From an optimization exercise on the open Yosys and OpenROAD flow, aimed at small area, a short achievable clock period and few clock cycles per item; shortcuts taken in it are not production practice.
Function was checked by simulation only, so behaviour that the tests miss may differ from the original.

<file path="run.sh">
#!/bin/bash
# synth_recipe.tcl (not shown) runs the flow's synth.tcl, then flattens the netlist and writes it again
# the make line also repeats each setting of config.mk as NAME=value (left out here)
make -C /OpenROAD-flow-scripts/flow DESIGN_CONFIG=/design/flow/config.mk WORK_HOME=/design/flow/orfs CLKGATE_MAP_FILE= SYNTH_SCRIPT=/design/flow/synth_recipe.tcl finish
</file>
<file path="config.mk">
export PLATFORM = sky130hd
export DESIGN_NAME = intgemm_mul8_tile
export DESIGN_NICKNAME = intgemm_mul8_tile
export VERILOG_FILES = /design/flow/design.v
export SDC_FILE = /design/flow/constraint.sdc
export NUM_CORES = 8
export LEC_CHECK = 0
export CAP_MARGIN = 20
export CORE_MARGIN = 2
export CORE_UTILIZATION = 30
export PLACE_DENSITY = 0.4
export SLEW_MARGIN = 20
</file>
<file path="constraint.sdc">
create_clock -name core_clock -period 30.0 [get_ports {clk}]
set_input_delay 6.0000 -clock core_clock [delete_from_list [all_inputs] [get_ports {clk}]]
set_output_delay 6.0000 -clock core_clock [all_outputs]
set_load 0.01 [all_outputs]
</file>
<file path="design.v">
module mul8_pm (
    input  wire [7:0]  a,
    input  wire [7:0]  b,
    output wire signed [16:0] p
);
    wire [8:0] ua = a[7] ? (9'd0 - {a[7], a}) : {1'b0, a};
    wire [7:0] sb = a[7] ? (8'd0 - b) : ((a == 8'd0) ? 8'd0 : b);
    assign p = $signed({1'b0, ua}) * $signed(sb);
endmodule
module mul8_lane (
    input  wire [15:0] acc,
    input  wire [7:0]  a0,
    input  wire [7:0]  b0,
    input  wire [7:0]  a1,
    input  wire [7:0]  b1,
    output wire [15:0] acc_next
);
    wire signed [16:0] p0, p1;
    mul8_pm u_p0 (.a(a0), .b(b0), .p(p0));
    mul8_pm u_p1 (.a(a1), .b(b1), .p(p1));
    wire signed [17:0] pair = p0 + p1;                   
    wire signed [18:0] sum  = $signed(acc) + pair;
    assign acc_next = (sum > 19'sd32767)  ? 16'h7FFF :
                      (sum < -19'sd32768) ? 16'h8000 : sum[15:0];
endmodule
module intgemm_mul8_tile (
    input  wire          clk,
    input  wire          rst,          
    input  wire          in_valid,
    output wire          in_ready,
    input  wire          in_last,
    input  wire [127:0]  in_a,         
    input  wire [1023:0] in_b,         
    output reg           out_valid,
    input  wire          out_ready,
    output reg  [255:0]  out_t         
);
    reg          s1_valid;
    reg          s1_last;
    reg [127:0]  s1_a;
    reg [1023:0] s1_b;
    wire s1_go = s1_valid && (!s1_last || !out_valid || out_ready);
    assign in_ready = !s1_valid || s1_go;
    always @(posedge clk) begin
        if (rst)
            s1_valid <= 1'b0;
        else if (in_ready)
            s1_valid <= in_valid;
        if (in_ready && in_valid) begin
            s1_last <= in_last;
            s1_a    <= in_a;
            s1_b    <= in_b;
        end
    end
    reg  [127:0] acc [0:7];
    wire [127:0] acc_next [0:7];
    wire [31:0]  total [0:7];
    genvar j, m;
    generate
        for (j = 0; j < 8; j = j + 1) begin : col
            for (m = 0; m < 8; m = m + 1) begin : lane
                mul8_lane u_lane (
                    .acc      (acc[j][16*m +: 16]),
                    .a0       (s1_a[16*m +: 8]),
                    .b0       (s1_b[128*j + 16*m +: 8]),
                    .a1       (s1_a[16*m + 8 +: 8]),
                    .b1       (s1_b[128*j + 16*m + 8 +: 8]),
                    .acc_next (acc_next[j][16*m +: 16])
                );
            end
            integer k;
            reg signed [31:0] s;
            always @* begin
                s = 32'sd0;
                for (k = 0; k < 8; k = k + 1)
                    s = s + {{16{acc_next[j][16*k+15]}}, acc_next[j][16*k +: 16]};
            end
            assign total[j] = s;
            always @(posedge clk) begin
                if (rst)
                    acc[j] <= 128'd0;
                else if (s1_go)
                    acc[j] <= s1_last ? 128'd0 : acc_next[j];
            end
        end
    endgenerate
    integer t;
    always @(posedge clk) begin
        if (rst)
            out_valid <= 1'b0;
        else if (s1_go && s1_last)
            out_valid <= 1'b1;
        else if (out_ready)
            out_valid <= 1'b0;
        if (s1_go && s1_last)
            for (t = 0; t < 8; t = t + 1)
                out_t[32*t +: 32] <= total[t];
    end
endmodule
</file>
==> run summary <==
- Element type at the critical path end: register
- Unrepaired setup endpoints after global routing: false
- Fmax: 0.0602 GHz
- Total Routing Usage GR: 26.9%
- Slew Limit Headroom: 8.92%
- Ys Warns: 3
- Final #Nets: 75032
- FF/Latch Area: 60700 µm²
- Crit-path slowest cell: xor2_1
- Unique masters post-synth: 102
- Fin crit share: 55.4%
- Post-synth top cells: inv_1, fa_1, ha_1, nor2_1, nand2_1
- Slew Viols, Final: 0
- Layout Area Growth over Synthesis: 12.9%
- Yosys top cell area share: 29.8%
- Clk Tree Root Cell: clkbuf_16
- Initial antenna violation count: 338
- Number of cells on the critical path: 56
- Final setup fails: 0
- Number of flops mapped to enable cells by yosys: 1337
- # rows: 475
- Final worst path period need: 16.61 ns
- Gr ovfl total: 0
- H-tree depth: 5
- Worst endpoint required time: 31.03 ns
- Multi-input gate area: 398000 µm²
- Port bufs: 1414
- HPWL Detailed: 1940000 µm
- Hold_ws: 0.453 ns
- Post-Syn Area: 501000 µm²
- Drt via density: 4.88
- Final Hold Fails: 0
- Worst Max-Slew Pin Slew: 1.36 ns
- Hold crit path type: register to register
- Initial Util: 30.0%
- Synth Flop Type: edfxtp_1
- Core Area: 1670000 µm²
- Top-count cell post-synth: inv_1
- Clock slew seen by the registers of the worst setup and hold paths: 0.07 ns
- Status: no timing/DRC/antenna violations
- CTS Hold Buffers Added: 0
- Largest net degree at the start of global routing: 171
- Final Routed Wirelength: 2290000 µm
- Cell taking the most area after synthesis: fa_1
- WHS Path Cells: 2
- PostCTS Resize Cnt: 0
- Reg2Reg Depth: 56
- Latest clock arrival within the worst-skew pair: 1.32 ns
- Post-CTS setup buffers: 0
- Die width: 1300 µm
- Critical Path Fanout Max: 33
- Io pins: 1415
- Worst Setup Start Kind: register
- Number of global-route vias before repair: 405474
- Routability congestion estimate: 0.977
- Hold EP: acc[6][44]
- Cell mode on critical path: fa_1
- Antenna-violating nets left: 0
- Share of layout cells above drive strength 1: 4.70%
- Inserted Clock Buffers: 371
- TritonRoute pass-1 iters: 8
- Total negative slack: 0 ns
- Die area: 1680000 µm²
- Yosys reg bits: 2363
- Max Root-Sink Buffers: 5
- CTS tree: yes
- Synth area leaders: fa_1, ha_1, inv_1
- TritonCTS Sinks: 2363
- Die H: 1300 µm
- Max Cap Viol: 0
- Wirelength per Cell: 27.7 µm
- Post-synth ARST share: 0%
- DR iter-0 viols: 33567
- Filler cell count: 176302
- Crit path largest cell delay: 0.89 ns
- Synth Instances: 57670
- Share of the yosys chip area belonging to registers: 12.1%
- FF-to-FF End: out_t[114]
- Critical path type: register to register
- Delay-heaviest family, CP: adder cells
- Critical Path AT: 17.64 ns
- Worst r2r src: s1_a[40]
- Worst path bufs/invs: 10
- Hold wc startpoint: acc[6][44]
- Via count: 404458
- First-pass GRT wire length: 3180000 µm
- Final Skew: 0.141 ns
- Syn avg cell area: 8.70 µm²
- R2r setup slk: 13.40 ns
- DRC errors left: 0
==> how the worst max path moves through the flow <==
| stage | slack (ns) | endpoint | from |
|---|---|---|---|
| after floorplan | 3.77 | s1_a[0] | out_ready |
| after global placement | 12.95 | out_t[243] | s1_a[96] |
| after detailed placement | 13.48 | out_t[114] | s1_a[40] |
| after CTS | 13.36 | out_t[114] | s1_a[40] |
| after global routing | 12.64 | out_t[114] | s1_a[40] |
| final | 13.40 | out_t[114] | s1_a[40] |
==> kinds of logic after synthesis <==
logic type,Yosys count,synth area share [%]
AOI/OAI and AO/OA,7975,10.5
DFF,2363,12.1
other,2,0.00150
xor gates and xnor gates,3977,6.95
buffers and inverters,13200,9.94
adders and majority gates,14232,46.7
and+or+nand+nor,15789,13.6
muxes,132,0.272
==> per-stage QoR <==
step	utilization (%)	setup WS [ns]	instances	instance area, µm²
6_report	33.9	13.40	82797	566000
5_1_grt	33.9	12.64	82692	566000
4_1_cts	33.8	13.36	82119	564000
3_5_place_dp	33.1	13.48	81445	552000
3_3_place_gp	33.0	12.95	81425	551000
2_1_floorplan	-	3.77	58564	505000
==> per-layer routing <==
layer	part of all wire, %	global-route usage [%]	vias up
li1	-	-	186536
met1	47	38.6	204707
met2	42	39.8	11301
met3	6.2	3.99	1836
met4	5.4	11.8	78
met5	0.023	0	-
==> cell type report <==
class / instances / share of cell area (%)
multi-input cells: 43001 / 70.3
flip-flops and latches: 2363 / 10.7
inverters: 11438 / 7.58
well taps: 22180 / 4.90
repair buffers: 2468 / 3.96
clock buffers: 447 / 1.76
clock inverters: 227 / 0.468
diodes: 673 / 0.297
==> cells in the final DEF (no fill, tap or decap), types with 170 or more instances in the layout <==
master           Yosys  final
and3_1             267    267
nor2_1            6761   6724
or3_1              430    425
dfxtp_1           1026   1026
and2_1             546    546
a21oi_1           2179   2133
ha_1              6776   6776
o21a_1             396    391
fa_1              7456   7456
a221o_1            523    523
a31oi_1            184    170
or2_2              530    530
diode_2              0    673
o21bai_1           684    684
nor3_1             825    811
conb_1               2    896
o21ai_1            174    313
nand2_1           5046   5044
nand3_1            290    289
edfxtp_1          1337   1337
xnor2_1           2572   2448
inv_1            11396  11385
a21o_1             685    685
nor2b_1            279    276
buf_4               72   1024
clkdlybuf4s50_1      0   1412
xor2_1            1405   1311
clkbuf_16            0    380
o21ai_0           1656   1445
nand2b_1           453    452
==> worst reg2reg max path: cells and delay by family, from the launching register on <==
kind / cells / cell delay, ns
and+or+nand+nor: 12 / 2.60
adders and majority gates: 14 / 6.23
buffers and inverters: 10 / 1.43
AOI/OAI and AO/OA: 17 / 3.93
DFF: 1 / 0.51
xor gates and xnor gates: 3 / 1.73
==> flip-flops by register name, indices dropped and copies added, names as in the netlist <==
| signal | cells |
|---|---|
| acc | 1024 |
| out_t | 184 |
| out_valid | 1 |
| s1_a | 128 |
| s1_b | 1024 |
| s1_last | 1 |
| s1_valid | 1 |
Testbench counts, summed over its fixed seeds: cycles 9,336, items 9,320.

[port drivers added, routing unchanged]
No port has a modelled driver above. Below, the same layout with a new extraction and two added sets of constraints.
Step 1 (the two cells are an assumption about what drives the block):
set clk [get_ports {clk}]
set_driving_cell -lib_cell sky130_fd_sc_hd__clkbuf_16 $clk
set_driving_cell -lib_cell sky130_fd_sc_hd__buf_2 [delete_from_list [all_inputs] $clk]
Step 2 moves the port delays by t, midway between the first and last clock arrival at a register: inputs arrive t later, outputs are due t later. That takes back most of the time a late clock gives input paths.
Three values: ideal ports, drivers, drivers and shift; two values: the first two.
t, ns: 1.411
setup WS [ns]: 13.395 / 13.395 / 13.395
hold WS [ns]: 0.453 / 0.453 / 0.453
worst setup path after step 2: register to register
After both steps setup and hold are still met in this run. For this run, drivers alone change the setup slack by 0.000 ns; drivers and shift together by 0.000 ns.
